Context: an optimization exercise on an open-source flow, tuned for small area, a short achievable clock period and few clock cycles. The choices shown serve that exercise and are no tape-out recipe.
In this exercise RTL edits were held to simulation tests only and were not proved equivalent to the original.

[design/flow/flow/run.sh]
#!/bin/bash
# Layout: the standard flow (standard.sh, all steps unchanged), except that
# the buffers that placement puts on every input and output port are
# sky130_fd_sc_hd__buf_4 instead of the resizer's default choice.
# The whole output of the standard flow goes to standard.log in this folder.
set -o pipefail
export BUFFER_PORTS_ARGS="-buffer_cell sky130_fd_sc_hd__buf_4"
bash standard.sh > standard.log 2>&1
[design/flow/design.v]
module yuv_ct_num (
    input  wire [7:0]  r,
    input  wire [7:0]  g,
    input  wire [7:0]  b,
    output wire [14:0] ny,
    output wire [14:0] nu,
    output wire [17:0] nv
);
    wire signed [9:0]  R   = {2'b00, r};
    wire signed [9:0]  G   = {2'b00, g};
    wire signed [9:0]  B   = {2'b00, b};
    wire signed [9:0]  S   = R + G;
    wire signed [9:0]  D   = R - G;
    wire signed [9:0]  E   = B - G;
    wire signed [12:0] S5  = (S <<< 2) + S;
    wire signed [12:0] D5  = (D <<< 2) + D;
    wire signed [13:0] D9  = (D <<< 3) + D;
    wire signed [16:0] D65 = (D <<< 6) + D;
    wire signed [11:0] E3  = (E <<< 1) + E;
    wire signed [10:0] B3  = (B <<< 1) + B;
    wire signed [22:0] sy = (S <<< 9) - (S <<< 6) - S5 - (D9 <<< 4)
                          + (B <<< 7) - (B <<< 4) + (B <<< 1);
    wire signed [22:0] su = 23'sd128000 + (E <<< 9) - (E3 <<< 2) - (D5 <<< 5) - D9 - B;
    wire signed [22:0] sv = 23'sd1280000 + (D5 <<< 10) - (D65 <<< 1)
                          - (E3 <<< 8) - (E3 <<< 4) + (E3 <<< 1) - B3;
    assign ny = sy[17:3];
    assign nu = su[17:3];
    assign nv = sv[21:4];
endmodule
module yuv_ct_d125a #(parameter K = 2) (
    input  wire [14:0] n,
    output wire [14:0] p
);
    reg [7:0] rm;
    reg [6:0] t;
    reg [K-1:0] q;
    integer   i;
    always @(*) begin
        rm = {1'b0, n[14:8]};
        for (i = 7; i >= 8 - K; i = i - 1) begin
            rm       = {rm[6:0], n[i]};
            q[i-8+K] = rm[7] | (&rm[6:2] & (rm[1] | rm[0]));
            t        = rm[6:0] + 7'd3;           
            rm       = q[i-8+K] ? {1'b0, t} : rm;
        end
    end
    assign p = {q, rm[6:0], n[7-K:0]};
endmodule
module yuv_ct_d125b #(parameter K = 2) (
    input  wire [14:0] p,
    output reg  [7:0]  q
);
    reg [7:0] rm;
    reg [6:0] t;
    integer   i;
    always @(*) begin
        q[7:8-K] = p[14:15-K];
        rm = {1'b0, p[14-K:8-K]};
        for (i = 7 - K; i >= 0; i = i - 1) begin
            rm   = {rm[6:0], p[i]};
            q[i] = rm[7] | (&rm[6:2] & (rm[1] | rm[0]));
            t    = rm[6:0] + 7'd3;
            rm   = q[i] ? {1'b0, t} : rm;
        end
    end
endmodule
module yuv_ct_d625a #(parameter K = 2) (
    input  wire [17:0] n,
    output wire [17:0] p
);
    reg [10:0] rm;
    reg [11:0] t;
    reg [K-1:0] q;
    integer    i;
    always @(*) begin
        rm = {1'b0, n[17:8]};
        for (i = 7; i >= 8 - K; i = i - 1) begin
            rm       = {rm[9:0], n[i]};
            t        = {1'b0, rm} + 12'd1423;    
            q[i-8+K] = t[11];
            if (t[11]) rm = t[10:0];
        end
    end
    assign p = {q, rm[9:0], n[7-K:0]};
endmodule
module yuv_ct_d625b #(parameter K = 2) (
    input  wire [17:0] p,
    output reg  [7:0]  q
);
    reg [10:0] rm;
    reg [11:0] t;
    integer    i;
    always @(*) begin
        q[7:8-K] = p[17:18-K];
        rm = {1'b0, p[17-K:8-K]};
        for (i = 7 - K; i >= 0; i = i - 1) begin
            rm   = {rm[9:0], p[i]};
            t    = {1'b0, rm} + 12'd1423;
            q[i] = t[11];
            if (t[11]) rm = t[10:0];
        end
    end
endmodule
module yuv_encoder (
    input  wire        clk,
    input  wire        rst,
    input  wire        reg_we,
    input  wire [3:0]  reg_addr,
    input  wire [31:0] reg_wdata,
    output reg  [31:0] reg_rdata,
    output reg         mem_req,
    output reg         mem_we,
    output wire [31:0] mem_addr,
    output reg  [7:0]  mem_wdata,
    input  wire [7:0]  mem_rdata,
    input  wire        mem_ready
);
    localparam [31:0] ID_VALUE = 32'h59555601;
    localparam [4:0] S_IDLE = 5'd0,
                     S_MUL  = 5'd1,    
                     S_T1   = 5'd2,    
                     S_T2   = 5'd3,    
                     S_CMP  = 5'd4,    
                     S_GO   = 5'd5,    
                     S_CRD  = 5'd6,    
                     S_CWR  = 5'd7,    
                     S_BR   = 5'd8,    
                     S_BY   = 5'd9,    
                     S_BA   = 5'd10,   
                     S_TR   = 5'd11,   
                     S_TY   = 5'd12,   
                     S_TA   = 5'd13,   
                     S_U    = 5'd14,   
                     S_V    = 5'd15,   
                     S_CW0  = 5'd16,   
                     S_CPR  = 5'd17;   
    reg [31:0] variant_r, width_r, height_r, src_r, dst0_r, dst1_r, dst2_r;
    reg        st_busy, st_done, st_err;
    reg [2:0]  st_code;
    reg [1:0]  jvar;
    reg [4:0]  state;
    reg [30:0] jw;           
    reg [30:0] xc;           
    reg [30:0] yc;           
    reg [31:0] ps, pd0, pd1, pd2;
    reg [31:0] ma;           
    reg [4:0]  mi;
    reg        ovf;
    reg [3:0]  ck;
    reg        cf, rfail, ofail;
    reg [1:0]  bc;           
    reg        px;           
    reg [7:0]  rr, gr, br, a0, a1;
    reg [7:0]  y00, y01, y10, y11;   
    reg [9:0]  su, sv;
    reg        clru, clrv;           
    reg        pre;                  
    reg [14:0] nyr, nur;
    reg [17:0] nvr;
    reg        tf1, tf2, tf3;
    reg [1:0]  tg1, tg2;             
    wire alpha  = jvar[0];
    wire planar = jvar[1];
    wire        okdone = st_done & ~st_err;
    wire [1:0]  nout   = okdone ? (jvar[1] ? (jvar[0] ? 2'd3 : 2'd2) : 2'd1) : 2'd0;
    wire [11:0] kinds  = !okdone ? 12'h000 :
                         (jvar == 2'd0) ? 12'h001 :
                         (jvar == 2'd1) ? 12'h002 :
                         (jvar == 2'd2) ? 12'h043 : 12'h543;
    always @(*) begin
        case (reg_addr)
            4'd0:  reg_rdata = ID_VALUE;
            4'd2:  reg_rdata = {22'd0, nout, 1'b0, st_code, 1'b0, st_err, st_done, st_busy};
            4'd3:  reg_rdata = {20'd0, kinds};
            4'd4:  reg_rdata = variant_r;
            4'd5:  reg_rdata = width_r;
            4'd6:  reg_rdata = height_r;
            4'd7:  reg_rdata = src_r;
            4'd8:  reg_rdata = dst0_r;
            4'd9:  reg_rdata = dst1_r;
            4'd10: reg_rdata = dst2_r;
            default: reg_rdata = 32'd0;
        endcase
    end
    wire start_wr = reg_we && (reg_addr == 4'd1) && reg_wdata[0] && !st_busy;
    wire bad_dim  = width_r[31] || (width_r == 32'd0) || height_r[31] || (height_r == 32'd0);
    wire bad_var  = |variant_r[31:2];
    reg [4:0] hmsb;
    integer   hi;
    always @(*) begin
        hmsb = 5'd0;
        for (hi = 0; hi < 31; hi = hi + 1)
            if (height_r[hi]) hmsb = hi[4:0];
    end
    wire hasc1   = |xc[30:1];                   
    wire lastblk = !(|xc[30:2] || (xc[1] && xc[0]));    
    wire hasbot  = |yc[30:1];                   
    wire ordt    = hasbot && lastblk;           
    wire [30:0] xc_dec = hasc1 ? {xc[30:1] - 30'd1, xc[0]} : 31'd0;
    wire [30:0] yc_d   = yc - {29'd0, planar, !planar};
    wire [30:0] yc_p   = hasbot ? yc_d : 31'd0;
    wire        w_le2  = !(|jw[30:2] || (jw[1] && jw[0]));
    wire [30:0] yc_nb  = lastblk ? yc_p : yc;
    wire        nb_bot = |yc_nb[30:1];
    wire        nb_lst = lastblk ? w_le2 : !(|xc_dec[30:2] || (xc_dec[1] && xc_dec[0]));
    wire [4:0]  nb_seg = (nb_bot && !nb_lst) ? S_BR : S_TR;
    wire        j_bot  = |yc[30:1];
    wire [4:0]  j_seg  = !planar ? S_CRD : ((j_bot && !w_le2) ? S_BR : S_TR);
    wire [14:0] cny, cnu;
    wire [17:0] cnv;
    wire [7:0]  ty, tu, tv;
    wire [14:0] pny, pnu;
    wire [17:0] pnv;
    yuv_ct_num   ctn (.r(rr), .g(gr), .b(br), .ny(cny), .nu(cnu), .nv(cnv));
    yuv_ct_d125a cya (.n(cny), .p(pny));
    yuv_ct_d125a cua (.n(cnu), .p(pnu));
    yuv_ct_d625a cva (.n(cnv), .p(pnv));
    yuv_ct_d125b cyb (.p(nyr), .q(ty));
    yuv_ct_d625b cvb (.p(nvr), .q(tv));
    assign tu = ty;
    wire [1:0] ws  = planar ? ({1'b0, !hasc1} + {1'b0, !hasbot}) : (hasc1 ? 2'd1 : 2'd2);
    wire [9:0] tuw = {2'b00, tu} << ws;
    wire [9:0] tvw = {2'b00, tv} << ws;
    wire [9:0] su0 = clru ? 10'd0 : su;
    wire [9:0] sv0 = clrv ? 10'd0 : sv;
    wire [10:0] suq = {1'b0, su} + 11'd2;
    wire [10:0] svq = {1'b0, sv} + 11'd2;
    wire [7:0] uq = suq[9:2];
    wire [7:0] vq = svq[9:2];
    wire [7:0] y1e = hasc1 ? y01 : y00;
    wire [7:0] a1e = hasc1 ? a1 : a0;
    wire rd_seg  = (state == S_CRD) || (state == S_BR) || (state == S_TR);
    wire wr_seg  = (state == S_CWR) || (state == S_BY) || (state == S_BA) || (state == S_CW0) ||
                   (state == S_TY) || (state == S_TA) || (state == S_U) || (state == S_V);
    wire y_seg   = (state == S_BY) || (state == S_TY);
    wire lastb   = alpha ? (bc == 2'd3) : (bc == 2'd2);
    wire pxlast  = px || !hasc1;                
    wire seg_end = rd_seg ? (lastb && pxlast) :
                   (state == S_CWR) ? (bc == (alpha ? 2'd2 : 2'd3)) :
                   (state == S_U || state == S_V || state == S_CW0 || state == S_CPR) ? 1'b1 : pxlast;
    wire [1:0] wtag = (state == S_CWR) ? {1'b0, hasc1} : {state == S_BY, px && (state != S_CW0)};
    wire v_tf   = tf1 || tf2;            
    wire any_tf = tf1 || tf2 || tf3;     
    wire tag_tf = (tf1 && tg1 == wtag) || (tf2 && tg2 == wtag);
    reg stall;
    always @(*) begin
        stall = 1'b0;
        if (state == S_CWR)
            stall = alpha ? ((bc == 2'd1) ? v_tf : (bc != 2'd3) && any_tf)
                          : ((bc == 2'd2) ? any_tf : (bc == 2'd3) ? v_tf : tag_tf);
        else if (y_seg || state == S_CW0)
            stall = tag_tf;
        else if (state == S_U)
            stall = any_tf;
        else if (state == S_V)
            stall = v_tf;
    end
    always @(*) begin
        mem_req = (rd_seg || wr_seg || state == S_CPR) && !stall;
        mem_we  = wr_seg;
    end
    wire xfer = mem_req && mem_ready;
    assign mem_addr = ma;
    always @(*) begin
        case (state)
            S_CWR: begin
                if (!alpha)
                    case (bc)
                        2'd0: mem_wdata = y00;
                        2'd1: mem_wdata = y1e;
                        2'd2: mem_wdata = uq;
                        default: mem_wdata = vq;
                    endcase
                else
                    case (bc)
                        2'd0: mem_wdata = {y00[7:2], uq[7:6]};
                        2'd1: mem_wdata = {y1e[7:2], vq[7:6]};
                        2'd2: mem_wdata = {uq[5:2], vq[5:2]};
                        default: mem_wdata = {a0[7:4], a1e[7:4]};
                    endcase
            end
            S_CW0:      mem_wdata = y00;
            S_BY:       mem_wdata = px ? y11 : y10;
            S_TY:       mem_wdata = px ? y01 : y00;
            S_BA, S_TA: mem_wdata = px ? a1 : a0;
            S_U:        mem_wdata = uq;
            default:    mem_wdata = vq;
        endcase
    end
    reg [4:0] nseg;
    reg       blk_end;
    always @(*) begin
        nseg = S_IDLE;
        blk_end = 1'b0;
        case (state)
            S_CRD: nseg = alpha ? S_CWR : S_CW0;
            S_CW0: nseg = job_end_r ? S_CWR : S_CPR;
            S_CPR: nseg = S_CWR;
            S_CWR: blk_end = 1'b1;
            S_BR:  nseg = alpha ? S_BA : (ordt ? S_TY : S_TR);
            S_BA:  nseg = ordt ? S_TY : S_TR;
            S_TR:  nseg = alpha ? S_TA : (ordt ? S_BR : (hasbot ? S_BY : S_TY));
            S_TA:  nseg = ordt ? S_BR : (hasbot ? S_BY : S_TY);
            S_BY:  nseg = ordt ? S_U : S_TY;
            S_TY:  nseg = ordt ? S_BY : S_V;
            S_U:   if (ordt) nseg = S_V; else blk_end = 1'b1;
            S_V:   if (ordt) blk_end = 1'b1; else nseg = S_U;
            default: ;
        endcase
    end
    wire upd = ordt ? (state == S_BR || state == S_BY || state == S_BA || state == S_V)
                    : (state == S_TR || state == S_TY || state == S_TA || state == S_U);
    wire row_end  = lastblk;
    wire job_end  = row_end && (planar ? !(|yc[30:2] || (yc[1] && yc[0])) : (yc == 31'd1));
    reg        job_end_r;
    reg  [4:0] nb_seg_r;
    always @(posedge clk) begin
        job_end_r <= job_end;
        nb_seg_r  <= nb_seg;
    end
    wire [4:0] next_unit = planar ? nb_seg_r : S_CRD;
    wire [3:0] ck_n = (state == S_CMP) ? ck + 4'd1 : 4'd0;
    reg  [1:0] ci, cj;
    always @(*) begin
        case (ck_n)
            4'd0:  begin ci = 2'd0; cj = 2'd1; end
            4'd1:  begin ci = 2'd1; cj = 2'd0; end
            4'd2:  begin ci = 2'd0; cj = 2'd2; end
            4'd3:  begin ci = 2'd2; cj = 2'd0; end
            4'd4:  begin ci = 2'd1; cj = 2'd2; end
            4'd5:  begin ci = 2'd2; cj = 2'd1; end
            4'd6:  begin ci = 2'd0; cj = 2'd3; end
            4'd7:  begin ci = 2'd3; cj = 2'd0; end
            4'd8:  begin ci = 2'd1; cj = 2'd3; end
            4'd9:  begin ci = 2'd3; cj = 2'd1; end
            4'd10: begin ci = 2'd2; cj = 2'd3; end
            default: begin ci = 2'd3; cj = 2'd2; end
        endcase
    end
    reg [3:0] csi, csj;
    always @(posedge clk) begin
        csi <= 4'b0001 << ci;
        csj <= 4'b0001 << cj;
    end
    wire ck_last = (ck == (alpha ? (planar ? 4'd11 : 4'd1) : (planar ? 4'd5 : 4'd1)));
    wire [31:0] base_j = ({32{csj[0]}} & ps) | ({32{csj[1]}} & pd0) |
                         ({32{csj[2]}} & pd1) | ({32{csj[3]}} & pd2);
    reg  [31:0] add_a;
    reg  [32:0] add_b;
    reg         add_c;
    reg  [4:0]  lseg;      
    always @(*) begin
        lseg = (state == S_GO) ? j_seg : (seg_end ? (blk_end ? next_unit : nseg) : S_CWR);
    end
    always @(*) begin
        add_a = 32'd0;
        add_b = 33'd0;
        add_c = 1'b0;
        case (state)
            S_MUL: begin
                add_a = {ma[30:0], 1'b0};
                add_b = yc[mi] ? {2'b00, jw} : 33'd0;
            end
            S_T1: begin
                add_a = ma;
                add_b = jw[0] ? {2'b00, yc} : 33'd0;
            end
            S_T2: begin
                add_a = ma;
                add_b = yc[0] ? {2'b00, jw} : 33'd0;
                add_c = jw[0] & yc[0];
            end
            S_CMP: begin
                add_a = ({32{csi[0]}} & ps) | ({32{csi[1]}} & pd0) |
                        ({32{csi[2]}} & pd1) | ({32{csi[3]}} & pd2);
                add_b = ({33{csi[0]}} & {xc, 2'b00}) |
                        ({33{csi[1]}} & (planar ? {2'b00, xc} : {ma, 1'b0})) |
                        ({33{csi[2]}} & {2'b00, ma[31:1]}) |
                        ({33{csi[3]}} & {2'b00, xc});
            end
            default: begin
                case (lseg)
                    S_BR:  begin add_a = ps;  add_b = {jw, 2'b00}; end
                    S_TR:  add_a = ps;
                    S_CRD: begin add_a = ps; add_c = pre; end
                    S_CPR: add_a = ps;
                    S_CW0: add_a = pd0;
                    S_BY:  begin add_a = pd0; add_b = {2'b00, jw}; end
                    S_TY:  add_a = pd0;
                    S_CWR: begin add_a = pd0; add_b = {31'd0, midld ? nbc : {alpha, 1'b1}}; end
                    S_BA:  begin add_a = pd2; add_b = {2'b00, jw}; end
                    S_TA:  add_a = pd2;
                    S_U:   add_a = pd1;
                    default: begin add_a = pd1; add_b = {3'b000, jw[30:1]}; add_c = jw[0]; end
                endcase
            end
        endcase
    end
    wire [33:0] sum = {2'b00, add_a} + {1'b0, add_b} + {33'd0, add_c};
    wire rng_ok = !sum[33] && (!sum[32] || (sum[31:0] == 32'd0));
    wire le_j   = (sum[33:32] == 2'b00) && (sum[31:0] <= base_j);
    wire        inc2   = rd_seg ? (bc == 2'd2 && !alpha) : (state == S_CWR && alpha && bc == 2'd2);
    wire        midld  = (state == S_CWR) && !seg_end;
    wire [1:0]  nbc    = !alpha ? bc + 2'd1 : (bc == 2'd3) ? 2'd1 : (bc == 2'd1) ? 2'd0 : 2'd2;
    wire [31:0] ma_inc = ma + {30'd0, inc2, !inc2};
    always @(posedge clk) begin
        br  <= mem_rdata;
        nyr <= tf2 ? nur : pny;
        nur <= pnu;
        nvr <= pnv;
    end
    always @(posedge clk) begin
        if (rst) begin
            variant_r <= 32'd0;
            width_r   <= 32'd0;
            height_r  <= 32'd0;
            src_r     <= 32'd0;
            dst0_r    <= 32'd0;
            dst1_r    <= 32'd0;
            dst2_r    <= 32'd0;
            st_busy   <= 1'b0;
            st_done   <= 1'b0;
            st_err    <= 1'b0;
            st_code   <= 3'd0;
            state     <= S_IDLE;
            tf1       <= 1'b0;
            tf2       <= 1'b0;
            tf3       <= 1'b0;
        end else begin
            if (reg_we) begin
                case (reg_addr)
                    4'd4:  variant_r <= reg_wdata;
                    4'd5:  width_r   <= reg_wdata;
                    4'd6:  height_r  <= reg_wdata;
                    4'd7:  src_r     <= reg_wdata;
                    4'd8:  dst0_r    <= reg_wdata;
                    4'd9:  dst1_r    <= reg_wdata;
                    4'd10: dst2_r    <= reg_wdata;
                    default: ;
                endcase
            end
            tf1 <= xfer && rd_seg && (bc == 2'd2);
            tg1 <= {state == S_BR, px};
            tf2 <= tf1;
            tf3 <= tf2;
            tg2 <= tg1;
            if (tf2) begin
                sv   <= sv0 + tvw;
                clrv <= 1'b0;
                case (tg2)
                    2'd0: y00 <= ty;
                    2'd1: y01 <= ty;
                    2'd2: y10 <= ty;
                    default: y11 <= ty;
                endcase
            end
            if (tf3) begin
                su   <= su0 + tuw;
                clru <= 1'b0;
            end
            case (state)
            S_IDLE: begin
                if (start_wr) begin
                    jw    <= width_r[30:0];
                    yc    <= height_r[30:0];
                    ps    <= src_r;
                    pd0   <= dst0_r;
                    pd1   <= dst1_r;
                    pd2   <= dst2_r;
                    jvar  <= variant_r[1:0];
                    ma    <= 32'd0;
                    ovf   <= 1'b0;
                    pre   <= 1'b0;
                    mi    <= hmsb;
                    if (bad_dim || bad_var) begin
                        st_busy <= 1'b0;
                        st_done <= 1'b1;
                        st_err  <= 1'b1;
                        st_code <= bad_dim ? 3'd1 : 3'd2;
                    end else begin
                        st_busy <= 1'b1;
                        st_done <= 1'b0;
                        st_err  <= 1'b0;
                        st_code <= 3'd0;
                        state   <= S_MUL;
                    end
                end
            end
            S_MUL: begin
                ma  <= sum[31:0];
                ovf <= ovf | ma[31] | sum[32];
                mi  <= mi - 5'd1;
                if (mi == 5'd0)
                    state <= S_T1;
            end
            S_T1: begin
                if (ovf || ma[31] || (ma[30] && |ma[29:0])) begin
                    st_busy <= 1'b0;
                    st_done <= 1'b1;
                    st_err  <= 1'b1;
                    st_code <= 3'd3;
                    state   <= S_IDLE;
                end else begin
                    xc    <= ma[30:0];
                    ma    <= sum[31:0];
                    ck    <= 4'd0;
                    rfail <= 1'b0;
                    ofail <= 1'b0;
                    state <= planar ? S_T2 : S_CMP;
                end
            end
            S_T2: begin
                ma    <= sum[31:0];
                state <= S_CMP;
            end
            S_CMP: begin
                ck <= ck + 4'd1;
                cf <= le_j;
                if (!rng_ok) rfail <= 1'b1;
                if (ck[0] && !(cf || le_j)) ofail <= 1'b1;
                if (ck_last)
                    state <= S_GO;
            end
            S_GO: if (rfail || ofail) begin
                st_busy <= 1'b0;
                st_done <= 1'b1;
                st_err  <= 1'b1;
                st_code <= rfail ? 3'd3 : 3'd4;
                state   <= S_IDLE;
            end else begin
                xc    <= jw;
                bc    <= 2'd0;
                px    <= 1'b0;
                clru  <= 1'b1;
                clrv  <= 1'b1;
                pre   <= 1'b0;
                ma    <= sum[31:0];
                state <= j_seg;
            end
            default: begin
                if (xfer) begin
                    if (state == S_CPR) begin
                        rr  <= mem_rdata;
                        pre <= 1'b1;
                    end
                    if (rd_seg) begin
                        case (bc)
                            2'd0: rr <= mem_rdata;
                            2'd1: gr <= mem_rdata;
                            2'd2: ;
                            default: if (px) a1 <= mem_rdata; else a0 <= mem_rdata;
                        endcase
                    end
                    if (midld) begin
                        ma <= sum[31:0];
                        bc <= nbc;
                    end else if (!seg_end) begin
                        ma <= ma_inc;
                        if (rd_seg) begin
                            if (lastb) begin
                                bc <= 2'd0;
                                px <= 1'b1;
                            end else
                                bc <= bc + 2'd1;
                        end else if (state == S_CWR)
                            bc <= bc + 2'd1;
                        else
                            px <= 1'b1;
                    end else begin
                        bc <= (nseg == S_CWR) ? (alpha ? 2'd3 : 2'd1) : 2'd0;
                        px <= 1'b0;
                        ma <= sum[31:0];
                        if (!planar) begin
                            if (state == S_CRD) ps  <= ma_inc;
                            if (state == S_CWR) pd0 <= ma_inc;
                        end else if (upd) begin
                            case (state)
                                S_BR, S_TR: ps  <= ma_inc;
                                S_BY, S_TY: pd0 <= ma_inc;
                                S_BA, S_TA: pd2 <= ma_inc;
                                default:    pd1 <= ma_inc;
                            endcase
                        end
                        if (blk_end) begin
                            clru <= 1'b1;
                            clrv <= 1'b1;
                            pre <= 1'b0;
                            if (!planar && pre) bc <= 2'd1;
                            xc  <= row_end ? jw : xc_dec;
                            if (row_end)
                                yc <= yc_p | (planar ? 31'd0 : yc_d);
                            if (job_end_r) begin
                                st_busy <= 1'b0;
                                st_done <= 1'b1;
                                state   <= S_IDLE;
                            end else
                                state <= next_unit;
                        end else
                            state <= nseg;
                    end
                end
            end
            endcase
        end
    end
endmodule
[design/flow/constraint.sdc]
create_clock -name core_clock -period 25.0 [get_ports {clk}]
set_input_delay 5.0000 -clock core_clock [delete_from_list [all_inputs] [get_ports {clk}]]
set_output_delay 5.0000 -clock core_clock [all_outputs]
set_load 0.01 [all_outputs]
[design/flow/standard.sh]
#!/bin/bash
# synth_recipe.tcl (not shown) runs the flow's synth.tcl, then flattens the netlist and writes it again
# the make line also repeats each setting of config.mk as NAME=value (left out here)
make -C /OpenROAD-flow-scripts/flow DESIGN_CONFIG=/design/flow/config.mk WORK_HOME=/design/flow/orfs CLKGATE_MAP_FILE= SYNTH_SCRIPT=/design/flow/synth_recipe.tcl "${@:-finish}"
[design/flow/config.mk]
export PLATFORM = sky130hd
export DESIGN_NAME = yuv_encoder
export DESIGN_NICKNAME = yuv_encoder
export VERILOG_FILES = /design/flow/design.v
export SDC_FILE = /design/flow/constraint.sdc
export NUM_CORES = 4
export LEC_CHECK = 0
export ABC_AREA = 1
export CAP_MARGIN = 20
export CORE_MARGIN = 2
export CORE_UTILIZATION = 50
export CTS_BUF_LIST = sky130_fd_sc_hd__clkbuf_8
export CTS_CLUSTER_SIZE = 24
export SLEW_MARGIN = 20
==> results of run 1 <==
-- worst max-delay path by stage --
stage                 from       endpoint  depth (start not counted)
2_1_floorplan  reg_addr[2]   reg_rdata[5]                          9
3_3_place_gp   reg_addr[2]  reg_rdata[12]                          7
3_5_place_dp   reg_addr[3]  reg_rdata[12]                          9
4_1_cts        reg_addr[0]   reg_rdata[2]                          9
5_1_grt              xc[8]          ofail                         58
6_report       reg_addr[0]   reg_rdata[2]                          9
-- cells in the mapped netlist (all sizes together), types with 32 or more instances --
| library cell | instances |
|---|---|
| a221oi | 54 |
| a2111oi | 33 |
| nor4 | 48 |
| xnor2 | 49 |
| o211ai | 32 |
| nand2 | 1048 |
| o21ai | 680 |
| o221ai | 77 |
| ha | 327 |
| xor2 | 230 |
| clkbuf | 260 |
| a211oi | 35 |
| dfxtp | 304 |
| edfxtp | 362 |
| a21oi | 534 |
| nor3 | 86 |
| o2111ai | 43 |
| fa | 118 |
| nor2 | 435 |
| inv | 1185 |
| nand4 | 86 |
| a31oi | 65 |
| a22oi | 58 |
| nand3 | 249 |
| o22ai | 222 |
-- state kept, by name (all words and copies together), names as in the netlist, 31 cells and up --
signal / count
yc: 31
variant_r: 32
width_r: 32
ma: 32
pd0: 32
src_r: 32
xc: 31
dst1_r: 32
pd1: 32
ps: 32
dst0_r: 32
dst2_r: 32
jw: 31
height_r: 32
pd2: 32
-- final cells by class --
type	count	area share
antenna	4	0.000177
clock inverter	81	0.00941
sequential	666	0.299
multi-input combinational	4644	0.519
tap	1380	0.0305
clock buffer	144	0.0350
inverter	1199	0.0796
timing repair buffer	200	0.0265
-- stage by stage --
step           hold WS (ps)  setup slack [ps]
2_1_floorplan           403             13620
3_3_place_gp            411             12040
3_5_place_dp            415             12050
4_1_cts                 400             11930
5_1_grt                 419             11470
6_report                393             11700
-- layer usage --
metal	routed length [um]	up-vias
li1	-	23400
met1	89200	24700
met2	93200	3091
met3	26900	622
met4	11700	10
met5	69	-
-- logic make-up (layout without fill, tap and decap cells) --
logic type,Yosys count,count (layout),synth area share
AO/OA/AOI/OAI,1935,1935,0.222
other,0,4,0
AND/OR/NAND/NOR,1977,1977,0.169
adder cells (fa/ha/maj),445,445,0.125
flip-flops,666,666,0.327
XOR/XNOR,279,279,0.0472
buffers and inverters,1482,1624,0.108
multiplexers,8,8,0.00171
==> flow_summary_export.csv, run 1 <==
group,metric,value,unit
finish,fin_cells,8318,
floorplan,start_util,0.502,
sta,setup-violations-final,0,
sta,final_hold_viol_count,0,
synthesis,syn_area_per_cell,7.63,um2
sta,max_slew_margin,0.105,
placement,post-place-cells,8088,
floorplan,die_y,326,um
setup_path,worst-path-buf-inv,4,
grt,grt_overflow,0,
sta,fmax,75.2,MHz
floorplan,rows,118,
cts,clk_latency,860,ps
sta,skew,90.8,ps
finish,final_area,56600,um2
synthesis,synth-edff-count,362,
synthesis,synth_seq_cells,666,
setup_path,r2r-end,"ofail",
placement,place_congestion,1.05,
worst_hold_path,min_to,"jw[20]",
grt,use_met1,0.547,
sta,slew_violations,0,
setup_path,startpoint_type,"input port",
grt,grt_pass1_wl,319,mm
setup_path,cp_cell_sequence,"buf_4 > inv_1 > nand2_1 > nor2_1 > clkinv_1 > o22ai_1 > a2111oi_0 > o21ai_0 > buf_4",
status,status,"finished clean",
cts,cts_setup_buffers,0,
finish,layout.nets,7323,
cts,clk_path_buf_depth,3,
grt,antenna_found_initial,12,
sta,finalCritPeriodShare,0.532,
floorplan,floorplan.die_area,106000,um2
grt,grt_pass1_vias,47700,
setup_path,cpPeakStageDelay,1160,ps
setup_path,slowest_stage,"clkinv_1",
setup_path,critPathRequiredTime,20000,ps
placement,place_area,54100,um2
setup_path,reg2reg_depth,58,
finish,drive_gt1_frac,0.0806,
finish,nFillCells,9991,
finish,seq_area,17000,um2
synthesis,ys_warn_count,5,
floorplan,fp.coreArea,103000,um2
setup_path,path_max_fanout,26,
cts,hold_buffers,0,
synthesis,synth_area,51800,um2
setup_path,reg2reg_from,"xc[6]",
routing,firstDrtPassIters,10,
cts,cts_tree,"built",
synthesis,synthFlopType,"edfxtp_1",
worst_hold_path,worstHoldPathCells,0,
cts,clock_tree.root_cell,"clkbuf_8",
cts,cts.repair.resized,0,
sta,tightest_slew,1330,ps
worst_hold_path,hp-class,"flip-flop to flip-flop",
sta,tns,0,ps
grt,top_usage_layer,"met2",
grt,grt_use_met2,0.597,
sta,finalCriticalPeriod,13300,ps
setup_path,r2r_slack,12550,ps
finish,areaGrowthSynthToFinish,9.29,%
finish,final_common_cell,"inv_1",
setup_path,critPathKind,"input port to primary output",
grt,grt.total_usage,0.404,
routing,totalWireLength,221,mm
placement,hpwl,174,mm
floorplan,fp.dieW,326,um
setup_path,crit_arrival,8300,ps
placement,numPortBuffers,121,
setup_path,critPathCaptureType,"primary output",
synthesis,synth_area_leaders,"edfxtp_1, dfxtp_1, inv_1",
routing,routedWlPerCell,26.6,um
setup_path,crit_top_cell,"buf_4",
synthesis,syn_inst,6792,
routing,drc,0,
routing,ant_nets,0,
routing,via_per_inst,6.24,
setup_path,crit_family,"buffers and inverters",
cts,htreeDepth,3,
finish,multi_input_area,29400,um2
grt,use_met3,0.113,
synthesis,yosysTopAreaCell,"edfxtp_1",
cts,clk_pin_slew,60,ps
routing,drtIter0Drc,7321,
finish,final_cell_mix,"inv_1, nand2_1, o21ai_0, a21oi_1, nor2_1",
synthesis,synth_top_area_frac,0.210,
worst_hold_path,min_from,"width_r[20]",
routing,num_vias,51900,
finish,fin_util,0.549,
cts,cts.sinks,666,
job,maxCapViolCount,0,
synthesis,synth_seq_area_share,0.327,
synthesis,synth.distinct_cells,81,
cts,cts_buffers,119,
grt,grt_max_degree,112,
synthesis,synthArstFlopShare,0,
synthesis,syn_nets,7285,
floorplan,io_pins,122,
sta,rsz0062_at_grt,"false",
Testbench counts, summed over its fixed seeds: cycles 151,768.
==> run 2: changes to the inputs <==
--- a/design/flow/config.mk
+++ b/design/flow/config.mk
@@ -11,4 +11,2 @@
 export CORE_UTILIZATION = 50
-export CTS_BUF_LIST = sky130_fd_sc_hd__clkbuf_8
-export CTS_CLUSTER_SIZE = 24
-export SLEW_MARGIN = 20
+export SLEW_MARGIN = 60
==> flow_summary_export.csv, run 2 <==
group,metric,value,unit
status,status,"finished clean",
routing,drtIter0Drc,7131,
sta,setup-violations-final,0,
finish,final_cell_mix,"inv_1, nand2_1, o21ai_0, a21oi_1, nor2_1",
synthesis,synth_area,51800,um2
synthesis,syn_area_per_cell,7.63,um2
synthesis,ys_warn_count,5,
routing,drc,0,
grt,grt_pass1_vias,47500,
finish,drive_gt1_frac,0.0872,
synthesis,synth_most_common_cell,"inv_1",
setup_path,cpPeakStageDelay,550,ps
sta,finalCriticalPeriod,12280,ps
placement,place_congestion,1.05,
grt,grt.total_usage,0.403,
grt,grt_max_degree,112,
sta,tns,0,ps
setup_path,critPathKind,"flip-flop to flip-flop",
setup_path,slowest_stage,"o41ai_1",
sta,tightest_slew,727,ps
synthesis,yosysTopAreaCell,"edfxtp_1",
floorplan,rows,118,
sta,skew,57.6,ps
sta,rsz0062_at_grt,"false",
synthesis,synth_common_cells,"inv_1, nand2_1, o21ai_0, a21oi_1, nor2_1",
synthesis,synth_seq_area_share,0.327,
cts,cts_tree,"built",
routing,ant_nets,0,
placement,hpwl,174,mm
worst_hold_path,hp-class,"flip-flop to flip-flop",
cts,cts.repair.resized,0,
finish,final_common_cell,"inv_1",
setup_path,crit_family,"compound AO/OA/AOI/OAI gates",
floorplan,start_util,0.502,
sta,max_slew_margin,0.513,
cts,clk_latency,690,ps
setup_path,critPathCaptureType,"flip-flop",
routing,totalWireLength,220,mm
placement,numPortBuffers,121,
cts,cts_buffers,76,
setup_path,critPathRequiredTime,25440,ps
setup_path,worst-path-buf-inv,14,
cts,clk_pin_slew,70,ps
grt,antenna_found_initial,13,
routing,routedWlPerCell,26.7,um
sta,finalCritPeriodShare,0.491,
routing,num_vias,51400,
synthesis,syn_inst,6792,
finish,areaGrowthSynthToFinish,10.6,%
synthesis,synth_area_leaders,"edfxtp_1, dfxtp_1, inv_1",
routing,via_per_inst,6.23,
floorplan,io_pins,122,
setup_path,path_max_fanout,23,
floorplan,die_y,326,um
floorplan,fp.coreArea,103000,um2
cts,clk_path_buf_depth,3,
synthesis,synthFlopType,"edfxtp_1",
synthesis,synth_seq_cells,666,
sta,slew_violations,0,
job,maxCapViolCount,0,
sta,fmax,81.4,MHz
setup_path,crit_top_cell,"inv_1",
cts,hold_buffers,0,
synthesis,synthArstFlopShare,0,
cts,cts_setup_buffers,0,
synthesis,syn_nets,7285,
synthesis,synth.distinct_cells,81,
finish,nFillCells,9895,
cts,cts.sinks,666,
grt,grt_overflow,0,
finish,layout.nets,7301,
floorplan,floorplan.die_area,106000,um2
cts,clock_tree.root_cell,"clkbuf_16",
grt,grt_pass1_wl,318,mm
sta,final_hold_viol_count,0,
setup_path,crit_arrival,12720,ps
floorplan,fp.dieW,326,um
synthesis,synth-edff-count,362,
cts,htreeDepth,3,
synthesis,synth_top_area_frac,0.210,
setup_path,startpoint_type,"flip-flop",
routing,firstDrtPassIters,7,
run 2: cell counts after synthesis:
No cell type changed its count.
run 2: cells by family (layout without fill, tap and decap cells):
kind of cell / after synthesis / in the layout / synth area share
and+or+nand+nor: 1977 / 1977 / 0.169
buffers and inverters: 1482 / 1557 / 0.108
DFF: 666 / 666 / 0.327
AOI/OAI and AO/OA: 1935 / 1935 / 0.222
other: 0 / 6 / 0
muxes: 8 / 8 / 0.00171
xor gates and xnor gates: 279 / 279 / 0.0472
adders and majority gates: 445 / 445 / 0.125
run 2: path summary, 6_finish.rpt:
kind,startpoint,endpoint,slack (ps),cells past startpoint
min reg2reg,nur[12],nyr[12],430,2
max,xc[8],ofail,12720,58
min,nur[12],nyr[12],430,2
max reg2reg,xc[8],ofail,12720,58
run 2: layout make-up:
cell class | count | area [um2] | area share
Antenna cell | 6 | 15.0 | 0.000262
Sequential cell | 666 | 17000 | 0.296
Clock inverter | 32 | 329 | 0.00574
Clock buffer | 105 | 2110 | 0.0369
Tap cell | 1380 | 1730 | 0.0301
Inverter | 1199 | 4520 | 0.0788
Multi-Input combinational cell | 4644 | 29800 | 0.521
Timing Repair Buffer | 221 | 1810 | 0.0316
run 2: worst reg2reg max path, delay by kind of cell (launching register included):
kind / cells / cell delay, ps
flops: 1 / 440
simple gates: 23 / 3400
buf+inv: 14 / 2430
fa+ha+maj: 2 / 580
compound gates: 18 / 4920
xor+xnor: 1 / 320
run 2: per-layer routing:
layer	share of wire	global-route usage	routed length, um	vias to the layer above
met4	0.057	0.191	12500	6
li1	-	-	-	23300
met5	0.00020	0	45	-
met2	0.42	0.592	92400	3033
met3	0.12	0.115	26700	652
met1	0.40	0.545	88800	24400
run 2: per-stage QoR:
stage	instances	worst slack (ps)	hold WS, ps	cell area [um2]	utilization
6_report	8253	12720	427	57300	0.555
3_3_place_gp	8088	12040	411	54100	0.524
3_5_place_dp	8103	12870	414	54700	0.530
5_1_grt	8247	11750	447	57300	0.555
2_1_floorplan	6792	13620	403	51800	-
4_1_cts	8240	12870	429	57100	0.554
==> run 3: changes to the inputs <==
--- a/design/flow/design.v
+++ b/design/flow/design.v
@@ -194,13 +194,19 @@
     end
-    wire hasc1   = |xc[30:1];                   
-    wire lastblk = !(|xc[30:2] || (xc[1] && xc[0]));    
-    wire hasbot  = |yc[30:1];                   
+    wire hasc1_c   = |xc[30:1];                         
+    wire lastblk_c = !(|xc[30:2] || (xc[1] && xc[0]));  
+    wire hasbot_c  = |yc[30:1];                         
+    reg  hasc1, lastblk, hasbot;
+    always @(posedge clk) begin
+        hasc1   <= hasc1_c;
+        lastblk <= lastblk_c;
+        hasbot  <= hasbot_c;
+    end
     wire ordt    = hasbot && lastblk;           
-    wire [30:0] xc_dec = hasc1 ? {xc[30:1] - 30'd1, xc[0]} : 31'd0;
+    wire [30:0] xc_dec = hasc1_c ? {xc[30:1] - 30'd1, xc[0]} : 31'd0;
     wire [30:0] yc_d   = yc - {29'd0, planar, !planar};
-    wire [30:0] yc_p   = hasbot ? yc_d : 31'd0;
+    wire [30:0] yc_p   = hasbot_c ? yc_d : 31'd0;
     wire        w_le2  = !(|jw[30:2] || (jw[1] && jw[0]));
-    wire [30:0] yc_nb  = lastblk ? yc_p : yc;
+    wire [30:0] yc_nb  = lastblk_c ? yc_p : yc;
     wire        nb_bot = |yc_nb[30:1];
-    wire        nb_lst = lastblk ? w_le2 : !(|xc_dec[30:2] || (xc_dec[1] && xc_dec[0]));
+    wire        nb_lst = lastblk_c ? w_le2 : !(|xc_dec[30:2] || (xc_dec[1] && xc_dec[0]));
     wire [4:0]  nb_seg = (nb_bot && !nb_lst) ? S_BR : S_TR;
@@ -313,3 +319,3 @@
     wire row_end  = lastblk;
-    wire job_end  = row_end && (planar ? !(|yc[30:2] || (yc[1] && yc[0])) : (yc == 31'd1));
+    wire job_end  = lastblk_c && (planar ? !(|yc[30:2] || (yc[1] && yc[0])) : (yc == 31'd1));
     reg        job_end_r;
--- a/design/flow/config.mk
+++ b/design/flow/config.mk
@@ -11,2 +11,2 @@
 export CORE_UTILIZATION = 50
-export SLEW_MARGIN = 60
+export SLEW_MARGIN = 20
==> flow_summary_export.csv, run 3 <==
group,metric,value,unit
finish,nFillCells,9845,
sta,finalCritPeriodShare,0.522,
synthesis,synth_area,51500,um2
synthesis,synth.distinct_cells,77,
setup_path,reg2reg_from,"bc[0]",
sta,finalCriticalPeriod,13050,ps
floorplan,rows,117,
cts,cts_tree,"built",
placement,numPortBuffers,121,
synthesis,syn_area_per_cell,7.60,um2
synthesis,synth_most_common_cell,"inv_1",
routing,wl_met1,91.8,mm
synthesis,synth_seq_cells,669,
placement,place_congestion,1.02,
floorplan,fp.coreArea,102000,um2
finish,areaGrowthSynthToFinish,10.2,%
routing,top_layer_used,"met5",
setup_path,worst-path-buf-inv,4,
synthesis,synthArstFlopShare,0,
grt,grt_pass1_vias,45400,
routing,ant_nets,0,
grt,antenna_found_initial,13,
setup_path,critPathKind,"input port to primary output",
floorplan,io_pins,122,
routing,drtIter0Drc,7571,
setup_path,reg2reg_depth,48,
grt,grt.total_usage,0.377,
sta,max_slew_margin,0.299,
setup_path,slowest_stage,"clkinv_1",
job,maxCapViolCount,0,
routing,num_vias,50100,
setup_path,cp_cell_sequence,"buf_4 > nor2_1 > inv_1 > nor2_1 > clkinv_1 > o22ai_1 > a221oi_1 > o211ai_1 > buf_4",
placement,hpwl,158,mm
worst_hold_path,min_from,"nur[0]",
routing,drc,0,
cts,cts.sinks,669,
finish,fin_cells,8223,
finish,drive_gt1_frac,0.0704,
grt,grt_pass1_wl,301,mm
synthesis,synth_common_cells,"inv_1, nand2_1, o21ai_0, a21oi_1, nor2_1",
routing,totalWireLength,205,mm
sta,rsz0062_at_grt,"false",
worst_hold_path,hp-class,"flip-flop to flip-flop",
synthesis,synth_area_leaders,"edfxtp_1, dfxtp_1, inv_1",
setup_path,r2r-end,"ofail",
synthesis,syn_nets,7274,
routing,met3WireLength,31.7,mm
setup_path,crit_arrival,8050,ps
setup_path,critPathCaptureType,"primary output",
setup_path,critPathRequiredTime,20000,ps
synthesis,synth-edff-count,362,
setup_path,crit_family,"buffers and inverters",
cts,clock_tree.root_cell,"clkbuf_16",
cts,clk_latency,700,ps
grt,grt_overflow,0,
routing,firstDrtPassIters,6,
cts,cts_setup_buffers,0,
setup_path,cpPeakStageDelay,1080,ps
setup_path,path_max_fanout,28,
floorplan,die_y,325,um
finish,final_common_cell,"inv_1",
cts,htreeDepth,3,
setup_path,r2r_slack,13460,ps
synthesis,yosysTopAreaCell,"edfxtp_1",
cts,clk_path_buf_depth,3,
worst_hold_path,worstHoldPathCells,2,
floorplan,fp.dieW,325,um
synthesis,synthFlopType,"edfxtp_1",
placement,post-place-cells,8065,
sta,fmax,76.6,MHz
sta,slew_violations,0,
floorplan,floorplan.die_area,106000,um2
cts,clk_pin_slew,60,ps
grt,grt_max_degree,197,
floorplan,start_util,0.505,
sta,fin_hold_ws,426,ps
setup_path,startpoint_type,"input port",
sta,final_hold_viol_count,0,
synthesis,synth_top_area_frac,0.211,
cts,hold_buffers,0,
sta,skew,41.8,ps
sta,worst_slack,11950,ps
status,status,"finished clean",
sta,setup-violations-final,0,
finish,fin_util,0.556,
cts,cts.repair.resized,0,
finish,layout.nets,7273,
finish,final_cell_mix,"inv_1, nand2_1, o21ai_0, a21oi_1, nor2_1",
synthesis,syn_inst,6781,
worst_hold_path,min_to,"nyr[0]",
synthesis,synth_seq_area_share,0.330,
sta,tightest_slew,1040,ps
routing,routedWlPerCell,24.9,um
routing,via_per_inst,6.10,
routing,route.met2.wl,76.0,mm
synthesis,ys_warn_count,5,
placement,place_ws,12240,ps
sta,tns,0,ps
cts,cts_buffers,81,
-- run 3: cells by family (layout without fill, tap and decap cells) --
family	Yosys count	count (layout)	share of synthesized area
AND/OR/NAND/NOR	2017	2017	0.168
adder cells (fa/ha/maj)	445	445	0.125
buffers and inverters	1437	1504	0.106
other	0	7	0
flip-flops	669	669	0.330
XOR/XNOR	284	284	0.0488
multiplexers	12	12	0.00253
AO/OA/AOI/OAI	1917	1917	0.219
-- run 3: per-layer routing --
metal  vias up  global-route usage
met1     23500               0.580
met3       325               0.142
li1      23200                   -
met5         -                   0
met4        18              0.0848
met2      3083               0.487
-- run 3: final cells by class --
class | instances | area (um2) | area share
multi-input combinational | 4675 | 29200 | 0.515
inverter | 1151 | 4330 | 0.0762
tap | 1368 | 1710 | 0.0302
clock inverter | 38 | 564 | 0.00994
clock buffer | 113 | 2350 | 0.0414
timing repair buffer | 202 | 1530 | 0.0269
sequential | 669 | 17000 | 0.300
antenna | 7 | 17.5 | 0.000309
-- run 3: worst max-delay path by stage --
stage,start,cells after the start,endpoint,slack (ps)
2_1_floorplan,reg_addr[2],9,reg_rdata[8],13710
3_3_place_gp,reg_addr[3],9,reg_rdata[20],12230
3_5_place_dp,reg_addr[3],9,reg_rdata[1],12240
4_1_cts,reg_addr[3],9,reg_rdata[1],12240
5_1_grt,reg_addr[1],10,reg_rdata[1],11830
6_report,reg_addr[3],9,reg_rdata[1],11950
-- run 3: worst min-delay path, cell delays in order, from the launching register on --
cell and delay, ps:
dfxtp_1 300, nand2_1 50, nand2_1 50
-- run 3: stage by stage --
step | area [um2]
CTS | 56700
detailed placement | 53800
global placement | 53800
finish | 56800
floorplan | 51500
global route | 56800
Testbench counts of run 3, summed over its fixed seeds: cycles 151,768.
==> run 4: changes to the inputs <==
--- a/design/flow/config.mk
+++ b/design/flow/config.mk
@@ -11,2 +11,2 @@
 export CORE_UTILIZATION = 50
-export SLEW_MARGIN = 20
+export SLEW_MARGIN = 60
==> flow_summary_export.csv, run 4 <==
group,metric,value,unit
status,status,"finished clean",
sta,skew,57.8,ps
finish,seq_area,17000,um2
synthesis,synth_seq_area_share,0.330,
cts,cts_tree,"built",
setup_path,crit_arrival,7300,ps
sta,finalCriticalPeriod,12300,ps
cts,cts.repair.resized,0,
floorplan,floorplan.die_area,106000,um2
synthesis,syn_area_per_cell,7.60,um2
sta,setup-violations-final,0,
finish,multi_input_area,29500,um2
synthesis,synthFlopType,"edfxtp_1",
cts,htreeDepth,3,
routing,num_vias,50200,
worst_hold_path,worstHoldPathCells,2,
floorplan,start_util,0.505,
synthesis,synth_area,51500,um2
cts,cts_setup_buffers,0,
sta,tns,0,ps
cts,cts.sinks,669,
setup_path,cp_cell_sequence,"buf_4 > inv_1 > nor2_1 > inv_1 > nor2_1 > buf_4 > inv_2 > o22ai_1 > a2111oi_0 > o21ai_0 > buf_4",
synthesis,synth_most_common_cell,"inv_1",
routing,totalWireLength,205,mm
sta,max_slew_margin,0.589,
cts,cts_buffers,79,
synthesis,synth-edff-count,362,
grt,grt_max_degree,114,
setup_path,startpoint_type,"input port",
setup_path,reg2reg_depth,47,
floorplan,io_pins,122,
setup_path,cpPeakStageDelay,530,ps
cts,hold_buffers,0,
synthesis,yosysTopAreaCell,"edfxtp_1",
finish,final_area,57100,um2
setup_path,slowest_stage,"a2111oi_0",
routing,firstDrtPassIters,6,
cts,clk_latency,700,ps
setup_path,r2r_slack,13920,ps
routing,via_per_inst,6.10,
finish,layout.nets,7284,
setup_path,critPathKind,"input port to primary output",
finish,drive_gt1_frac,0.0792,
finish,final_common_cell,"inv_1",
grt,grt.total_usage,0.377,
routing,routedWlPerCell,24.9,um
floorplan,die_y,325,um
finish,areaGrowthSynthToFinish,10.9,%
placement,place_area,54200,um2
sta,final_hold_viol_count,0,
floorplan,rows,117,
sta,fmax,81.3,MHz
synthesis,synth_seq_cells,669,
synthesis,synth.distinct_cells,77,
cts,clk_pin_slew,60,ps
setup_path,critPathCaptureType,"primary output",
setup_path,path_max_fanout,23,
synthesis,synth_common_cells,"inv_1, nand2_1, o21ai_0, a21oi_1, nor2_1",
setup_path,crit_top_cell,"buf_4",
routing,drc,0,
cts,clock_tree.root_cell,"clkbuf_16",
grt,grt_pass1_wl,300,mm
placement,hpwl,159,mm
synthesis,synth_top_area_frac,0.211,
floorplan,fp.coreArea,102000,um2
routing,drtIter0Drc,7435,
sta,rsz0062_at_grt,"false",
sta,tightest_slew,601,ps
floorplan,fp.dieW,325,um
cts,clk_path_buf_depth,3,
finish,nFillCells,9753,
grt,antenna_found_initial,15,
routing,ant_nets,0,
placement,place_congestion,1.02,
synthesis,ys_warn_count,5,
grt,grt_pass1_vias,45200,
grt,grt_overflow,0,
sta,slew_violations,0,
job,maxCapViolCount,0,
synthesis,syn_inst,6781,
finish,final_cell_mix,"inv_1, nand2_1, o21ai_0, a21oi_1, nor2_1",
synthesis,syn_nets,7274,
setup_path,critPathRequiredTime,20000,ps
synthesis,synth_area_leaders,"edfxtp_1, dfxtp_1, inv_1",
placement,numPortBuffers,121,
worst_hold_path,hp-class,"flip-flop to flip-flop",
synthesis,synthArstFlopShare,0,
sta,finalCritPeriodShare,0.492,
-- run 4: cell counts after synthesis --
Identical to the previous run, type by type.
-- run 4: final cells by class --
type | count | area share
tap | 1368 | 0.0300
clock inverter | 53 | 0.0122
antenna | 9 | 0.000394
multi-input combinational | 4675 | 0.516
clock buffer | 94 | 0.0368
inverter | 1151 | 0.0760
sequential | 669 | 0.298
timing repair buffer | 215 | 0.0306
-- run 4: per-stage QoR --
step / hold slack, ps / util / worst slack [ps] / std cells
floorplan: 403 / - / 13710 / 6781
global placement: 413 / 0.527 / 12230 / 8065
detailed placement: 419 / 0.531 / 12890 / 8075
CTS: 412 / 0.559 / 12910 / 8222
global route: 427 / 0.560 / 12700 / 8227
finish: 410 / 0.560 / 12700 / 8234
-- run 4: logic make-up (layout without fill, tap and decap cells) --
logic type,after synthesis,in the layout,synth area share
flip-flops,669,669,0.330
other,0,9,0
AO/OA/AOI/OAI,1917,1917,0.219
multiplexers,12,12,0.00253
adder cells (fa/ha/maj),445,445,0.125
buffers and inverters,1437,1513,0.106
AND/OR/NAND/NOR,2017,2017,0.168
XOR/XNOR,284,284,0.0488
-- run 4: worst paths after layout --
path,from,to
max,reg_addr[2],reg_rdata[5]
min,nur[1],nyr[1]
max reg2reg,state[0],ofail
min reg2reg,nur[1],nyr[1]
-- run 4: layer usage --
layer | global-route usage | vias up | share of wire
met5 | 0 | - | 0.0011
met4 | 0.0905 | 10 | 0.024
met3 | 0.136 | 325 | 0.15
met2 | 0.487 | 3103 | 0.37
met1 | 0.582 | 23600 | 0.45
li1 | - | 23200 | -
-- run 4: worst max-delay path, delay by kind of cell --
family                 cells  cell delay (ps)
AO/OA/AOI/OAI              3              990
buffers and inverters      6             1190
AND/OR/NAND/NOR            2               90
==> run 5: changes to the inputs <==
--- a/design/flow/config.mk
+++ b/design/flow/config.mk
@@ -11,2 +11,2 @@
 export CORE_UTILIZATION = 50
-export SLEW_MARGIN = 60
+export SLEW_MARGIN = 80
==> flow_summary_export.csv, run 5 <==
group,metric,value,unit
status,status,"finished clean",
grt,antenna_found_initial,8,
routing,num_vias,51600,
cts,cts_tree,"built",
cts,htreeDepth,3,
finish,seq_area,17100,um2
cts,cts.repair.resized,0,
cts,cts_buffers,80,
synthesis,synth_area,51500,um2
synthesis,synth_area_leaders,"edfxtp_1, dfxtp_1, inv_1",
sta,fmax,82.1,MHz
routing,drc,0,
synthesis,synth-edff-count,362,
floorplan,rows,117,
worst_hold_path,hp-class,"flip-flop to flip-flop",
routing,totalWireLength,209,mm
setup_path,critPathKind,"input port to primary output",
floorplan,die_y,325,um
synthesis,syn_nets,7274,
floorplan,start_util,0.505,
cts,clock_tree.root_cell,"clkbuf_16",
setup_path,path_max_fanout,23,
synthesis,synth.distinct_cells,77,
sta,tns,0,ps
cts,clk_latency,720,ps
sta,rsz0062_at_grt,"false",
cts,clk_path_buf_depth,3,
sta,skew,82.4,ps
sta,finalCritPeriodShare,0.487,
grt,grt_overflow,0,
placement,numPortBuffers,121,
setup_path,reg2reg_from,"jvar[0]",
sta,max_slew_margin,0.760,
finish,multi_input_area,32900,um2
synthesis,syn_inst,6781,
synthesis,ys_warn_count,5,
grt,grt.total_usage,0.384,
placement,place_congestion,1.02,
synthesis,synth_seq_cells,669,
synthesis,synth_common_cells,"inv_1, nand2_1, o21ai_0, a21oi_1, nor2_1",
synthesis,synth_top_area_frac,0.211,
grt,grt_pass1_wl,307,mm
setup_path,startpoint,"reg_addr[2]",
sta,setup-violations-final,0,
floorplan,io_pins,122,
setup_path,crit_arrival,7190,ps
routing,drtIter0Drc,7424,
finish,drive_gt1_frac,0.173,
setup_path,r2r_slack,14150,ps
floorplan,fp.coreArea,102000,um2
setup_path,r2r-end,"ofail",
sta,tightest_slew,357,ps
synthesis,synth_most_common_cell,"inv_1",
setup_path,startpoint_type,"input port",
grt,grt_pass1_vias,46900,
sta,slew_violations,0,
floorplan,fp.dieW,325,um
job,maxCapViolCount,0,
routing,ant_nets,0,
finish,areaGrowthSynthToFinish,23.0,%
setup_path,critPathRequiredTime,20000,ps
sta,finalCriticalPeriod,12190,ps
grt,grt_max_degree,60,
finish,layout.nets,7535,
finish,final_common_cell,"inv_1",
cts,hold_buffers,0,
cts,cts.sinks,669,
synthesis,syn_area_per_cell,7.60,um2
synthesis,synthArstFlopShare,0,
setup_path,critPathCaptureType,"primary output",
finish,nFillCells,9187,
setup_path,reg2reg_depth,58,
synthesis,synth_seq_area_share,0.330,
floorplan,floorplan.die_area,106000,um2
routing,routedWlPerCell,24.7,um
routing,firstDrtPassIters,8,
setup_path,cp-endpoint,"reg_rdata[5]",
sta,final_hold_viol_count,0,
finish,final_cell_mix,"inv_1, nand2_1, o21ai_0, a21oi_1, nor2_1",
routing,via_per_inst,6.09,
cts,cts_setup_buffers,0,
finish,fin_util,0.621,
cts,clk_pin_slew,60,ps
placement,hpwl,165,mm
synthesis,yosysTopAreaCell,"edfxtp_1",
synthesis,synthFlopType,"edfxtp_1",
run 5: cells by family (layout without fill, tap and decap cells):
kind of cell             count (synthesis)  after routing  synth area share
AND/OR/NAND/NOR                       2017           2017             0.168
AO/OA/AOI/OAI                         1917           1917             0.219
buffers and inverters                 1437           1764             0.106
flip-flops                             669            669             0.330
adder cells (fa/ha/maj)                445            445             0.125
XOR/XNOR                               284            284            0.0488
multiplexers                            12             12           0.00253
other                                    0              3                 0
run 5: per-layer routing:
layer | global-route usage | vias to the layer above | share of wire | wire length [um]
li1 | - | 23700 | - | -
met1 | 0.588 | 24500 | 0.45 | 93500
met2 | 0.508 | 3100 | 0.38 | 80000
met3 | 0.136 | 303 | 0.15 | 30900
met4 | 0.0784 | 10 | 0.021 | 4470
met5 | 0.0145 | - | 0.0012 | 257
run 5: cell type report:
cell class | count | area share
inverters | 1151 | 0.0702
diodes | 3 | 0.000118
clock inverters | 45 | 0.0106
multi-input cells | 4675 | 0.519
clock buffers | 103 | 0.0347
flip-flops and latches | 669 | 0.270
well taps | 1368 | 0.0270
repair buffers | 465 | 0.0688
run 5: metrics by stage:
stage | instance area (um2) | setup WS, ps | cells | hold WS (ps)
2_1_floorplan | 51500 | 13710 | 6781 | 403
3_3_place_gp | 53800 | 12230 | 8065 | 413
3_5_place_dp | 59200 | 12750 | 8300 | 418
4_1_cts | 62100 | 12720 | 8448 | 424
5_1_grt | 63400 | 12770 | 8476 | 438
6_report | 63400 | 12810 | 8479 | 418
run 5: worst min path at each step:
| stage | slack, ps | cells past startpoint | end | from |
|---|---|---|---|---|
| after floorplan | 400 | 2 | nyr[0] | nur[0] |
| after global placement | 410 | 2 | nyr[0] | nur[0] |
| after detailed placement | 420 | 2 | nyr[0] | nur[0] |
| after CTS | 420 | 0 | jw[8] | width_r[8] |
| after global routing | 440 | 0 | jw[8] | width_r[8] |
| final | 420 | 0 | jw[8] | width_r[8] |
run 5: worst max-delay path, cell delays in order:
cell and delay [ps]:
buf_4 120, inv_1 40, nor2_1 30, inv_1 150, nor2_1 60, buf_4 220, inv_6 250, o22ai_2 140
a2111oi_4 320, clkdlybuf4s50_1 550, o21ai_1 100, buf_4 170
==> run 6: changes to the inputs <==
--- a/design/flow/config.mk
+++ b/design/flow/config.mk
@@ -8,5 +8,5 @@
 export ABC_AREA = 1
-export CAP_MARGIN = 20
+export CAP_MARGIN = 0
 export CORE_MARGIN = 2
 export CORE_UTILIZATION = 50
-export SLEW_MARGIN = 80
+export SLEW_MARGIN = 60
==> flow_summary_export.csv, run 6 <==
group,metric,value,unit
routing,firstDrtPassIters,6,
synthesis,synth_xor_area_frac,0.0488,
sta,finalCritPeriodShare,0.492,
synthesis,synth.area.mux_share,0.00253,
grt,grt_pass1_wl,300,mm
sta,fmax,81.3,MHz
sta,setup-violations-final,0,
finish,nFillCells,9753,
cts,clk_pin_slew,60,ps
synthesis,synth-edff-count,362,
setup_path,slowest_stage,"a2111oi_0",
synthesis,synth.distinct_cells,77,
routing,num_vias,50200,
synthesis,yosys.area_share.simple,0.168,
grt,grt_max_degree,114,
synthesis,synth_top_family_by_area,"compound AO/OA/AOI/OAI gates",
sta,tns,0,ps
setup_path,crit_family,"buffers and inverters",
synthesis,synth_top_area_frac,0.211,
cts,htreeDepth,3,
synthesis,ys_warn_count,5,
grt,grt.total_usage,0.377,
status,status,"finished clean",
sta,worst_slack,12700,ps
floorplan,fp.coreArea,102000,um2
worst_hold_path,hp-class,"flip-flop to flip-flop",
synthesis,synthFlopType,"edfxtp_1",
cts,cts_tree,"built",
finish,final_common_cell,"inv_1",
routing,ant_nets,0,
placement,hpwl,159,mm
synthesis,synth_seq_area_share,0.330,
synthesis,syn_inst,6781,
job,maxCapViolCount,0,
sta,skew,57.8,ps
grt,grt_pass1_vias,45200,
cts,cts_buffers,79,
floorplan,fp.dieW,325,um
routing,via_per_inst,6.10,
synthesis,syn_area_per_cell,7.60,um2
finish,drive_gt1_frac,0.0792,
floorplan,die_y,325,um
finish,areaGrowthSynthToFinish,10.9,%
grt,antenna_found_initial,15,
synthesis,synth_area_leaders,"edfxtp_1, dfxtp_1, inv_1",
sta,tightest_slew,601,ps
routing,drtIter0Drc,7435,
finish,layout.nets,7284,
floorplan,start_util,0.505,
placement,place_ws,12890,ps
routing,wl_met1,92.2,mm
setup_path,critPathRequiredTime,20000,ps
sta,slew_violations,0,
sta,max_slew_margin,0.589,
cts,hold_buffers,0,
floorplan,io_pins,122,
setup_path,crit_arrival,7300,ps
floorplan,floorplan.die_area,106000,um2
synthesis,synthArstFlopShare,0,
synthesis,syn_nets,7274,
routing,route.met2.wl,76.2,mm
routing,top_layer_used,"met5",
setup_path,reg2reg_from,"state[0]",
placement,place_congestion,1.02,
finish,final_cell_mix,"inv_1, nand2_1, o21ai_0, a21oi_1, nor2_1",
synthesis,synth_adder_area_share,0.125,
sta,finalCriticalPeriod,12300,ps
synthesis,yosysTopAreaCell,"edfxtp_1",
setup_path,startpoint,"reg_addr[2]",
placement,numPortBuffers,121,
sta,final_hold_viol_count,0,
setup_path,crit_top_cell,"buf_4",
setup_path,cp_cell_sequence,"buf_4 > inv_1 > nor2_1 > inv_1 > nor2_1 > buf_4 > inv_2 > o22ai_1 > a2111oi_0 > o21ai_0 > buf_4",
cts,cts.repair.resized,0,
routing,totalWireLength,205,mm
cts,cts.sinks,669,
routing,met3WireLength,31.4,mm
sta,rsz0062_at_grt,"false",
worst_hold_path,min_from,"nur[1]",
setup_path,cpPeakStageDelay,530,ps
cts,clk_path_buf_depth,3,
synthesis,synth_most_common_cell,"inv_1",
setup_path,path_max_fanout,23,
synthesis,synth_area,51500,um2
cts,clock_tree.root_cell,"clkbuf_16",
setup_path,critPathKind,"input port to primary output",
cts,clk_latency,700,ps
setup_path,critPathCaptureType,"primary output",
routing,drc,0,
synthesis,synth_common_cells,"inv_1, nand2_1, o21ai_0, a21oi_1, nor2_1",
finish,final_area,57100,um2
placement,place_area,54200,um2
cts,cts_setup_buffers,0,
floorplan,rows,117,
setup_path,worst-path-buf-inv,6,
grt,grt_overflow,0,
synthesis,synth_compound_area_frac,0.219,
setup_path,startpoint_type,"input port",
synthesis,synth_seq_cells,669,
routing,routedWlPerCell,24.9,um
==> run 6: kinds of logic (layout without fill, tap and decap cells) <==
logic type	after synthesis	in the layout
and+or+nand+nor	2017	2017
buffers and inverters	1437	1513
other	0	9
adders and majority gates	445	445
DFF	669	669
muxes	12	12
AOI/OAI and AO/OA	1917	1917
xor gates and xnor gates	284	284
==> run 6: final cells by class <==
type                    instances  area (um2)  area share
repair buffers                215        1750      0.0306
flip-flops and latches        669       17000       0.298
well taps                    1368        1710      0.0300
inverters                    1151        4340      0.0760
clock buffers                  94        2100      0.0368
diodes                          9        22.5    0.000394
clock inverters                53         698      0.0122
multi-input cells            4675       29500       0.516
==> run 6: worst register-to-register path: cells and delay by family (launching register included) <==
kind	cells	cell delay, ps
adder cells (fa/ha/maj)	2	560
flip-flops	1	390
buffers and inverters	10	2080
AO/OA/AOI/OAI	18	4390
AND/OR/NAND/NOR	16	3210
XOR/XNOR	1	220
==> run 6: worst paths after layout <==
kind         cells past startpoint  slack (ps)           end
max                             11       12700  reg_rdata[5]
min                              2         410        nyr[1]
max reg2reg                     47       13920         ofail
min reg2reg                      2         410        nyr[1]
==> run 6: routing by layer <==
layer | global-route usage | vias to the layer above
li1 | - | 23200
met1 | 0.582 | 23600
met2 | 0.487 | 3103
met3 | 0.136 | 325
met4 | 0.0905 | 10
met5 | 0 | -
==> run 6: through the flow <==
step / util / hold slack (ps) / std cells
floorplan: - / 403 / 6781
global placement: 0.527 / 413 / 8065
detailed placement: 0.531 / 419 / 8075
CTS: 0.559 / 412 / 8222
global route: 0.560 / 427 / 8227
finish: 0.560 / 410 / 8234

port drivers added, routing unchanged:
How much do the figures lean on ideal ports? The routed layouts below were timed once more, with nothing changed but the port constraints.
Step 1: set_driving_cell puts a clkbuf_16 on clk and a buf_2 on each other input, an assumption about the parent block.
Step 2 times the ports against the registers' clock, not the clock port: input delays grow and output delays shrink by t, the midpoint of the rising clock arrivals with the driver on.
Three values: ideal ports, drivers, drivers and shift; two values: the first two.
run | t, ns | slack for setup (ns) | clock arrival spread, ns | slew at the worst register clock pin (ns) | pins driven straight from the clock port
run 1 | 0.880 | 11.703 / 11.683 / 11.683 | 0.096 / 0.096 | 0.07 / 0.07 | 1
run 2 | 0.736 | 12.722 / 12.722 / 12.722 | 0.058 / 0.058 | 0.07 / 0.07 | 1
run 3 | 0.756 | 11.948 / 11.924 / 11.924 | 0.042 / 0.042 | 0.07 / 0.07 | 1
run 4 | 0.748 | 12.704 / 12.681 / 12.681 | 0.063 / 0.063 | 0.07 / 0.07 | 1
run 5 | 0.756 | 12.813 / 12.791 / 12.791 | 0.082 / 0.082 | 0.07 / 0.07 | 1
run 6 | 0.748 | 12.704 / 12.681 / 12.681 | 0.063 / 0.063 | 0.07 / 0.07 | 1
After both steps every run listed still meets setup and hold. For run 3, which loses most, drivers alone change the setup slack by -0.024 ns; drivers and shift together by -0.024 ns.
